What follows belongs to an exercise in optimizing a design on an open flow for small area, a short achievable clock period and few clock cycles per item; a production flow would make more cautious choices. Where RTL was checked, it was by simulation tests only, not by an equivalence proof against the original. Power figures rest on the tool's default switching activity, not on a simulated workload.

Design fsync_refmgr, start of the top module:
module fsync_refmgr (
    input  wire        clk,
    input  wire        rst,
    input  wire        cmd_valid,
    output wire        cmd_ready,
    input  wire [31:0] cmd,
    output reg         done,
    output reg  [7:0]  status_code,
    output reg  [7:0]  last_opc,
    output reg  [31:0] result0,
    output reg  [31:0] result1,
    output reg         direction,
    output reg  [1:0]  p_refs,
    output reg  [1:0]  ref_count,
    output reg  [15:0] ref0,
    output reg  [15:0] ref1,
    output reg  [1:0]  prep_count,
    output reg  [15:0] prep0,
    output reg  [15:0] prep1,
    output reg  [4:0]  ring_count,
    output reg  [31:0] next_display,
    output reg  [5:0]  evq_count
);
Size: ~3100 cells after synthesis, ~1100 flip-flops, about 46000 µm² of cells after synthesis.
clock: 8.0 ns
lec_check: 0
cap_margin: 20
core_margin: 2
core_utilization: 60
setup_slack_margin: 5
slew_margin: 20
tns_end_percent: 10
run.sh (not shown) runs the stock make flow with config.mk's settings and CLKGATE_MAP_FILE= SYNTH_SCRIPT=/design/flow/synth_recipe.tcl, a recipe that flattens the netlist after the stock synthesis.
Then changed:
TNS_END_PERCENT = default   (was 10)
Outcome: Worst setup slack gets better by 0.20 ns. Worst hold slack barely changes. Maximum frequency climbs by 6.3%.
No run of this note included a check of the RTL's function; only the layout flow was run.

---

fsync_refmgr, a different RTL version from the one above (not shown whole).
Size in the first run: ~5800 cells after synthesis.
make LEC_CHECK=0 ABC_AREA=1 CAP_MARGIN=20 CORE_MARGIN=2 CORE_UTILIZATION=60 SETUP_SLACK_MARGIN=5 SLEW_MARGIN=20 finish   # period 8.0 ns
The starting point went through all stages and came out clean.
Testbench counts at the start, summed over its fixed seeds: cycles 18,671, commands 18,562.
Edit:
Settings changed: ABC_AREA 1 to unset.
Outcome: The new run went through all stages and came out clean; cell count shrinks by a quarter to a third; worst hold slack got worse by 0.023 ns; die area came out lower by a little under a tenth; sequential power stays flat; utilization is higher by 2.0 points; non-clock buffer count grows by 41; maximum frequency came out lower slightly; via count is lower by a quarter to a third; register-to-register slack is about the same; combinational power is lower by about a fifth.
Edit:
Settings changed: CORE_UTILIZATION 60 to 50.
Effect: Worst setup slack gets worse by 0.032 ns; sequential cell count stays the same; power fell by 0.37%.
Edit:
Settings changed: CORE_UTILIZATION 50 to 60, PLACE_DENSITY set to 0.7.
Outcome: The new run ran to the end with no violations; synthesized area does not change; global-route usage grows by 4.9 points; sequential share of layout area grows by 1.1 points.

---

fsync_refmgr, a different RTL version from the one above (not shown whole).
For scale: roughly 2900 cells after synthesis, roughly 1100 flip-flops, ~230 I/O pins.
Settings: LEC_CHECK=0, CAP_MARGIN=20, CORE_MARGIN=2, CORE_UTILIZATION=40, SLEW_MARGIN=20; clock period 8.0 ns.
Then changed:
Settings changed: SETUP_SLACK_MARGIN set to 4.5.
What happened: Worst setup slack is better by 1.4 ns; via count goes up slightly; worst hold slack stays flat; utilization goes up by 0.94 points; total power goes up slightly; global-route usage goes up by 0.34 points; wire length goes up slightly.
No run of this note included a check of the RTL's function; only the layout flow was run.

---

== run 1 ==
Another version of the RTL of fsync_refmgr (not shown whole).
Size: about 1100 flip-flops, ~230 I/O pins, roughly 47000 µm² of cells after synthesis.
clock: 8.0 ns
lec_check: 0
cap_margin: 20
core_margin: 2
core_utilization: 60
cts_buf_list: sky130_fd_sc_hd__clkbuf_8
setup_slack_margin: 5
slew_margin: 20
Run 1: all stages complete, timing, DRC and antenna checks passed
Setup changes, run 1 to run 2
# run 1
export LEC_CHECK = 0
export CAP_MARGIN = 20
export CORE_MARGIN = 2
export CORE_UTILIZATION = 60
export CTS_BUF_LIST = sky130_fd_sc_hd__clkbuf_8
export SETUP_SLACK_MARGIN = 5
export SLEW_MARGIN = 20
create_clock -name core_clock -period 8.0 [get_ports {clk}]
# run 2
export LEC_CHECK = 0
export CAP_MARGIN = 20
export CORE_MARGIN = 2
export CORE_UTILIZATION = 60
export SETUP_SLACK_MARGIN = 5
export SLEW_MARGIN = 20
create_clock -name core_clock -period 8.0 [get_ports {clk}]
Results
Having completed the whole flow, run 2 delivered a layout that passed the timing, DRC and antenna checks. Re total core area: no difference whatsoever between run 2 and run 1. Cmp run 2 and run 1 / sequential share of layout area / higher: run 1. Comparing run 2 and run 1, total CTS buffers is higher on run 1.
Modified inputs, run 3 compared to run 2
# run 2
export LEC_CHECK = 0
export CAP_MARGIN = 20
export CORE_MARGIN = 2
export CORE_UTILIZATION = 60
export SETUP_SLACK_MARGIN = 5
export SLEW_MARGIN = 20
create_clock -name core_clock -period 8.0 [get_ports {clk}]
# run 3
export LEC_CHECK = 0
export CAP_MARGIN = 20
export CORE_MARGIN = 2
export CORE_UTILIZATION = 60
export CTS_BUF_LIST = sky130_fd_sc_hd__clkbuf_4 sky130_fd_sc_hd__clkbuf_8
export SETUP_SLACK_MARGIN = 5
export SLEW_MARGIN = 20
create_clock -name core_clock -period 8.0 [get_ports {clk}]
Notes after the runs:
- Global routing met3 resource utilization in run 3 vs run 2: up 2.2 points
- Depth of the worst register-to-register path for run 3 is higher than for run 2.
- As far as synthesized cell count goes, run 3 and run 2 are indistinguishable; the numbers are identical.
- Setup slack in run 3 is smaller than in run 2.
- Run 3 vs run 2, destination of the critical timing path: result1[18]$_SDFFE_PP0N_ vs next_display[3]
- Summary — total power, run 3 relative to run 2: lower, by 2.3%.
No run of this note included a check of the RTL's function; only the layout flow was run.

---

Setup of red:
fsync_refmgr with an RTL version that a note above also has.
For scale: ~4800 cells after synthesis, roughly 1100 flip-flops, about 230 I/O pins, ~48000 um^2 of cells after synthesis.
make LEC_CHECK=0 ABC_AREA=1 CAP_MARGIN=20 CORE_MARGIN=2 CORE_UTILIZATION=40 SETUP_SLACK_MARGIN=5 SLEW_MARGIN=20 finish   # period 8.0 ns
red completed every stage of the flow, and the final layout passed the timing, DRC and antenna checks.
Setup changes, red to blue
- ABC_AREA removed (was 1)
Results
- blue vs red, internal power of the cells went down by 3.2%.
- blue: utilization 2.8 points above red
- Combinational cell fraction of total power (higher): blue
No run of this note included a check of the RTL's function; only the layout flow was run.

---

yarrow:
fsync_refmgr, a different RTL version from the one above (not shown whole).
For scale: about 5200 cells after synthesis, about 1100 flip-flops, about 230 I/O pins, ~0.050 sq mm of cells after synthesis.
make LEC_CHECK=0 ABC_AREA=1 CAP_MARGIN=20 CORE_MARGIN=2 CORE_UTILIZATION=40 SETUP_SLACK_MARGIN=5 SLEW_MARGIN=20 finish   # period 8.0 ns
yarrow completed; timing, DRC and antenna clean
Testbench counts of yarrow, summed over its fixed seeds: cycles 18,671, commands 18,562.
Setup changes, yarrow to quartz
Settings: swapping 40 for 60 in CORE_UTILIZATION; swapping 5 for 5.5 in SETUP_SLACK_MARGIN.
==> flow/flow/run.sh (new file) <==
#!/bin/bash
set -euo pipefail
echo "export SETUP_SLACK_MARGIN = 5.5" >> config.mk
bash standard.sh > standard.log 2>&1
==> flow/standard.sh (new file) <==
#!/bin/bash
# synth_recipe.tcl (not shown) runs the flow's synth.tcl, then flattens the netlist and writes it again
# the make line also repeats each setting of config.mk as NAME=value (left out here)
make -C /OpenROAD-flow-scripts/flow DESIGN_CONFIG=/design/flow/config.mk WORK_HOME=/design/flow/orfs CLKGATE_MAP_FILE= SYNTH_SCRIPT=/design/flow/synth_recipe.tcl "${@:-finish}"
removed: flow/run.sh
[summary]
Timing, DRC, antenna: 0 failures across yarrow and quartz. Diff yarrow -> quartz: sequential share of layout area went down, final worst-path setup slack went up. Where first-pass GRT wire length is concerned, yarrow is better than quartz. When quartz is measured against yarrow, its number of gates resized after cts turns out 160% higher. Total power of quartz is higher than that of yarrow. Compared with yarrow, quartz ends up with a larger final cell area.
Setup changes, quartz to fjord
Settings: swapping 5.5 for 5 in SETUP_SLACK_MARGIN.
==> flow/run.sh (new file) <==
#!/bin/bash
# synth_recipe.tcl (not shown) runs the flow's synth.tcl, then flattens the netlist and writes it again
# the make line also repeats each setting of config.mk as NAME=value (left out here)
make -C /OpenROAD-flow-scripts/flow DESIGN_CONFIG=/design/flow/config.mk WORK_HOME=/design/flow/orfs CLKGATE_MAP_FILE= SYNTH_SCRIPT=/design/flow/synth_recipe.tcl finish
removed: flow/flow/run.sh
removed: flow/standard.sh
==> comparison <==
Area: fjord vs quartz -> fjord smaller. In fjord relative to quartz, first-iteration DRC count had gone down by more than 10%. Summary of fjord over quartz: overall power consumption went down, fraction of area in clock buffers and inverters went up, count of non-CTS buffers in the layout went down, placed wire-length estimate after detailed placement did not really move.

-- separate check: timing with driven ports --
The results above use ideal ports. As a check the final layouts listed here were re-extracted and re-timed, cells and wires unchanged.
Step 1 assumes that a clkbuf_16 drives the clock port and a buf_2 every other input.
Step 2 also shifts input and output timing later by t, the mid clock arrival at the registers, as if the neighbouring blocks saw the same clock.
a / b / c = ideal / step 1 / step 2; a / b = the first two.
run | t, ns | setup slack, ns | worst setup path after step 2 | worst data-port slew with drivers (ns)
the first run of note 1 | 0.737 | 4.691 / 4.624 / 4.340 | input to register | 0.04
the second run of note 1 | 0.748 | 4.886 / 4.886 / 4.313 | input to register | 0.03
the first run of note 2 | 0.758 | 5.033 / 4.962 / 4.407 | input to register | 0.08
the second run of note 2 | 0.748 | 4.975 / 4.903 / 4.383 | input to register | 0.09
the third run of note 2 | 0.774 | 4.942 / 4.942 / 4.369 | input to register | 0.05
the fourth run of note 2 | 0.744 | 4.913 / 4.913 / 4.339 | input to register | 0.10
the first run of note 3 | 0.738 | 2.920 / 2.920 / 2.920 | register to register | 0.05
the second run of note 3 | 0.752 | 4.288 / 4.288 / 4.288 | register to register | 0.05
run 1 | 0.887 | 4.925 / 4.924 / 4.322 | input to register | 0.05
run 2 | 0.752 | 4.986 / 4.914 / 4.357 | input to register | 0.06
run 3 | 0.887 | 4.910 / 4.910 / 4.319 | input to register | 0.06
red | 0.787 | 4.891 / 4.811 / 4.291 | input to register | 0.06
blue | 0.748 | 4.435 / 4.435 / 4.302 | input to register | 0.05
yarrow | 0.784 | 5.008 / 4.945 / 4.322 | input to register | 0.06
quartz | 0.753 | 5.050 / 5.007 / 4.743 | input to register | 0.05
fjord | 0.744 | 5.011 / 4.935 / 4.443 | input to register | 0.06
After both steps setup and hold are still met in every run listed. The setup slack of yarrow, which loses most, moves by -0.063 ns with the drivers and by -0.686 ns with both steps.
